This design comes from an exercise in tuning for small area, a short achievable clock period and few clock cycles on the open sky130 flow, not from production work.
Only simulation tests tie the RTL to the original design; equivalence was not proved.
No activity file was given, so power comes from the tool's default toggle rates.

Design iommu_ptw, start of the top module:
module iommu_ptw (
    input  wire        clk,
    input  wire        rst,             
    input  wire        req_valid,
    output wire        req_ready,
    input  wire [63:0] req_iova,
    input  wire [63:0] req_gatp,
    input  wire [63:0] req_satp,
    input  wire        req_stage1,      
    input  wire [1:0]  req_access,      
    output wire        mem_req_valid,
    input  wire        mem_req_ready,
    output wire [63:0] mem_req_addr,
    output wire        mem_req_size,    
    input  wire        mem_rsp_valid,
    input  wire [63:0] mem_rsp_data,
    input  wire        mem_rsp_err,
    output reg         rsp_valid,
    output wire        rsp_fault,
    output wire [11:0] rsp_cause,
    output wire [63:0] rsp_phys,
    output wire [63:0] rsp_pa,
    output wire [63:0] rsp_mask,
    output wire [1:0]  rsp_perm         
);
    localparam [3:0] MODE_BARE = 4'd0;
    localparam [3:0] MODE_SV32 = 4'd1;
    localparam [3:0] MODE_SV39 = 4'd8;
    localparam [3:0] MODE_SV48 = 4'd9;
    localparam [3:0] MODE_SV57 = 4'd10;
    reg         rdy;         
    reg         rd;          
    reg         s2s;         
    reg         sp;          
    reg         mreq;        
    reg  [63:0] vn;          
    wire [63:0] va = ~vn;
    reg         g_bare, g_32, g_39, g_48, g_57;    
    reg  [43:0] gppn;
    reg  [1:0]  acc;
    reg         s1pass;      
    reg  [1:0]  perm1;       
    reg  [4:0]  lv;          
    reg         pte8;
    reg  [56:2] addr;
    reg         l_r, l_w;    
    reg         r_ok;        
    reg         r_bare;      
    reg         r_phn;       
    reg         r_fault;     
    reg  [1:0]  r_perm;
    reg         c8, c4, c3, c2, c1, c0;    
    assign req_ready     = rdy;
    assign mem_req_valid = mreq;
    assign mem_req_addr  = {7'd0, addr, 2'b00};
    assign mem_req_size  = pte8;
  ...
clock: 10.0 ns
lec_check: 0
cap_margin: 20
core_margin: 2
core_utilization: 40
setup_slack_margin: 5
slew_margin: 20
run.sh (not shown) runs the stock make flow with config.mk's settings and CLKGATE_MAP_FILE= SYNTH_SCRIPT=/design/flow/synth_recipe.tcl, a recipe that flattens the netlist after the stock synthesis.
The starting point finished clean.
Testbench counts at the start, summed over its fixed seeds: cycles 47,891.
==> next run, changes <==
==> flow/flow/run.sh (new file) <==
#!/bin/bash
set -euo pipefail
bash standard.sh \
  "BUFFER_PORTS_ARGS=-buffer_cell sky130_fd_sc_hd__buf_1" \
  "SETUP_SLACK_MARGIN=6.5" \
  finish > flow_make.log 2>&1
==> flow/standard.sh (new file) <==
#!/bin/bash
# synth_recipe.tcl (not shown) runs the flow's synth.tcl, then flattens the netlist and writes it again
# the make line also repeats each setting of config.mk as NAME=value (left out here)
make -C /OpenROAD-flow-scripts/flow DESIGN_CONFIG=/design/flow/config.mk WORK_HOME=/design/flow/orfs CLKGATE_MAP_FILE= SYNTH_SCRIPT=/design/flow/synth_recipe.tcl "${@:-finish}"
Settings changed: SETUP_SLACK_MARGIN 5 to default.
removed: flow/run.sh
What happened: Worst setup slack gets better by 1.0 ns; via count came out higher by 0.71%; combinational power came out lower by 19%; maximum frequency came out higher by 29%; core utilization came out lower by 8.9 points; total power came out lower by about 4.7%; first-iteration DRC count came out lower by about 1.7%; synthesized area does not change; global-route usage came out lower by 0.80 points.


Another version of the RTL of iommu_ptw (not shown whole).
For scale: ~190 flip-flops, roughly 540 I/O pins, ~12000 sq um of cells after synthesis.
clock: 10.0 ns
lec_check: 0
cap_margin: 20
core_margin: 2
core_utilization: 40
slew_margin: 20
standard.sh (not shown) runs the stock make flow with config.mk's settings and CLKGATE_MAP_FILE= SYNTH_SCRIPT=/design/flow/synth_recipe.tcl, a recipe that flattens the netlist after the stock synthesis.
==> flow/flow/run.sh <==
#!/bin/bash
set -euo pipefail
bash standard.sh \
  "BUFFER_PORTS_ARGS=-buffer_cell sky130_fd_sc_hd__buf_1" \
  "SETUP_SLACK_MARGIN=6.5" \
  finish > flow_make.log 2>&1
The baseline produced a clean layout.
Testbench counts at the start, summed over its fixed seeds: cycles 47,628.
Then changed:
==> flow/run.sh (new file) <==
#!/bin/bash
# synth_recipe.tcl (not shown) runs the flow's synth.tcl, then flattens the netlist and writes it again
# the make line also repeats each setting of config.mk as NAME=value (left out here)
make -C /OpenROAD-flow-scripts/flow DESIGN_CONFIG=/design/flow/config.mk WORK_HOME=/design/flow/orfs CLKGATE_MAP_FILE= SYNTH_SCRIPT=/design/flow/synth_recipe.tcl finish
removed: flow/flow/run.sh
removed: flow/standard.sh
=> The changed run finished with timing, DRC and antenna clean. Register-to-register slack gets worse by 1400 ps. Global-route usage drops by 1.7 points. Sequential power stays flat. Via count drops by about 5%.
Then changed:
Settings changed: ABC_CLOCK_PERIOD_IN_PS set to 2000, SETUP_SLACK_MARGIN set to 5.
What happened: The changed run finished clean. Wire length hardly moves. Combinational power increases slightly. Worst setup slack gets better by 100 ps. Register-to-register slack improves by 330 ps. Die area stays the same. Clock skew barely changes. Maximum frequency rises by a few percent. Design area stays flat. Synthesized cell count does not change.


Another version of the RTL of iommu_ptw (not shown whole).
Size: roughly 200 flip-flops, about 540 I/O pins.
## iommu_ptw
module iommu_ptw (
    input  wire        clk,
    input  wire        rst,             
    input  wire        req_valid,
    output wire        req_ready,
    input  wire [63:0] req_iova,
    input  wire [63:0] req_gatp,
    input  wire [63:0] req_satp,
    input  wire        req_stage1,      
    input  wire [1:0]  req_access,      
    output wire        mem_req_valid,
    input  wire        mem_req_ready,
    output wire [63:0] mem_req_addr,
    output wire        mem_req_size,    
    input  wire        mem_rsp_valid,
    input  wire [63:0] mem_rsp_data,
    input  wire        mem_rsp_err,
    output reg         rsp_valid,
    output wire        rsp_fault,
    output wire [11:0] rsp_cause,
    output wire [63:0] rsp_phys,
    output wire [63:0] rsp_pa,
    output wire [63:0] rsp_mask,
    output wire [1:0]  rsp_perm         
);
    localparam [3:0] MODE_BARE = 4'd0;
    localparam [3:0] MODE_SV32 = 4'd1;
    localparam [3:0] MODE_SV39 = 4'd8;
    localparam [3:0] MODE_SV48 = 4'd9;
    localparam [3:0] MODE_SV57 = 4'd10;
    reg         rdy;         
    reg         rd;          
    reg         s2s;         
    reg         sp;          
    reg         mreq;        
    reg  [63:0] vn;          
    wire [63:0] va = ~vn;
    reg         g_bare, g_32, g_39, g_48, g_57;    
    reg  [43:0] gppn;
    reg  [1:0]  acc;
    reg         s1pass;      
    reg  [1:0]  perm1;       
    reg  [4:0]  lv;          
    reg         pte8;
    reg  [56:2] addr;
    reg         l_r, l_w;    
    reg         r_ok;        
    reg         r_bare;      
    reg         r_phn;       
    reg         r_fault;     
    reg  [1:0]  r_perm;
    reg         c8, c4, c3, c2, c1, c0;    
    assign req_ready     = rdy;
    assign mem_req_valid = mreq;
    assign mem_req_addr  = {7'd0, addr, 2'b00};
    assign mem_req_size  = pte8;
    assign rsp_fault     = r_fault;
    assign rsp_cause     = {3'd0, c8, 3'd0, c4, c3, c2, c1, c0};
    assign rsp_pa        = ~(vn | {64{r_fault}});
    assign rsp_phys      = ~(vn | {64{r_phn}});
    assign rsp_mask      = {{52{r_bare}}, {12{r_ok}}};
    assign rsp_perm      = r_perm;
    wire [3:0]  s_mode  = req_satp[63:60];
  ...
clock: 10.0 ns
lec_check: 0
cap_margin: 20
core_margin: 2
core_utilization: 40
cts_buf_list: sky130_fd_sc_hd__clkbuf_8
slew_margin: 20
==> flow/flow/run.sh <==
#!/bin/bash
set -euo pipefail
bash standard.sh \
  "BUFFER_PORTS_ARGS=-buffer_cell sky130_fd_sc_hd__buf_1" \
  "SETUP_SLACK_MARGIN=6.5" \
  finish > flow_make.log 2>&1
The first run finished clean.
Testbench counts at the start, summed over its fixed seeds: cycles 47,891.
Then changed:
==> flow/flow/run.sh (replaced) <==
#!/bin/bash
set -euo pipefail
bash standard.sh \
  "BUFFER_PORTS_ARGS=-buffer_cell sky130_fd_sc_hd__buf_1" \
  "SETUP_SLACK_MARGIN=6.4" \
  finish > flow_make.log 2>&1
Settings changed: CTS_BUF_LIST sky130_fd_sc_hd__clkbuf_8 to unset.
Result: Clock skew hardly moves. First-iteration DRC count falls by about 14%. Area after synthesis does not change. Core utilization came out higher by 0.40 points. Worst hold slack hardly moves. Power goes up by about 6%. Count of clock-buffer cells in the layout grows by 1. Maximum frequency fell by 1.7%.
Then changed:
==> flow/flow/run.sh (replaced) <==
#!/bin/bash
set -euo pipefail
bash standard.sh \
  "BUFFER_PORTS_ARGS=-buffer_cell sky130_fd_sc_hd__buf_1" \
  "SETUP_SLACK_MARGIN=6.5" \
  finish > flow_make.log 2>&1
The changed run produced a clean layout; sequential share of layout area went down by 0.12 points; worst setup slack is better by 55 ps; cell count hardly moves; final area hardly moves; routed wire length goes down by 0.99%; total power goes down by 0.32%; critical path depth stays the same; clock skew goes down by 7.9 ps; sequential cell count does not change.

-- afterwards: timing with drivers on the ports --
The results above use ideal ports. As a check the final layouts listed here were re-extracted and re-timed, cells and wires unchanged. Step 1 assumes that a clkbuf_16 drives the clock port and a buf_2 every other input. Step 2 times the ports against the registers' clock, not the clock port: input delays grow and output delays shrink by t, the midpoint of the rising clock arrivals with the driver on. Three values: no drivers, after step 1, after step 2; two values: the first two.
| run | t (ns) | slack for setup (ns) | worst setup path at the end | worst register clock-pin slew, ns | worst slew at a driven data input, ns |
|---|---|---|---|---|---|
| the first run of note 1 | 0.500 | 5.531 / 5.561 / 5.061 | input to register | 0.09 / 0.09 | 0.10 |
| the second run of note 1 | 0.500 | 6.548 / 6.494 / 6.077 | input to register | 0.09 / 0.09 | 0.09 |
| the first run of note 2 | 0.489 | 6.231 / 6.221 / 5.732 | input to register | 0.08 / 0.08 | 0.12 |
| the second run of note 2 | 0.488 | 5.107 / 5.126 / 4.638 | input to register | 0.07 / 0.07 | 0.10 |
| the third run of note 2 | 0.489 | 5.207 / 5.226 / 4.737 | input to register | 0.07 / 0.07 | 0.10 |
| the first run of note 3 | 0.536 | 6.522 / 6.510 / 6.007 | input to register | 0.12 / 0.12 | 0.11 |
| the second run of note 3 | 0.506 | 6.462 / 6.432 / 5.970 | input to register | 0.09 / 0.09 | 0.09 |
| the third run of note 3 | 0.492 | 6.518 / 6.525 / 6.052 | input to register | 0.08 / 0.08 | 0.12 |
After both steps every run listed still meets setup and hold. The setup slack of the first run of note 3, which loses most, moves by -0.012 ns with the drivers and by -0.515 ns with both steps.
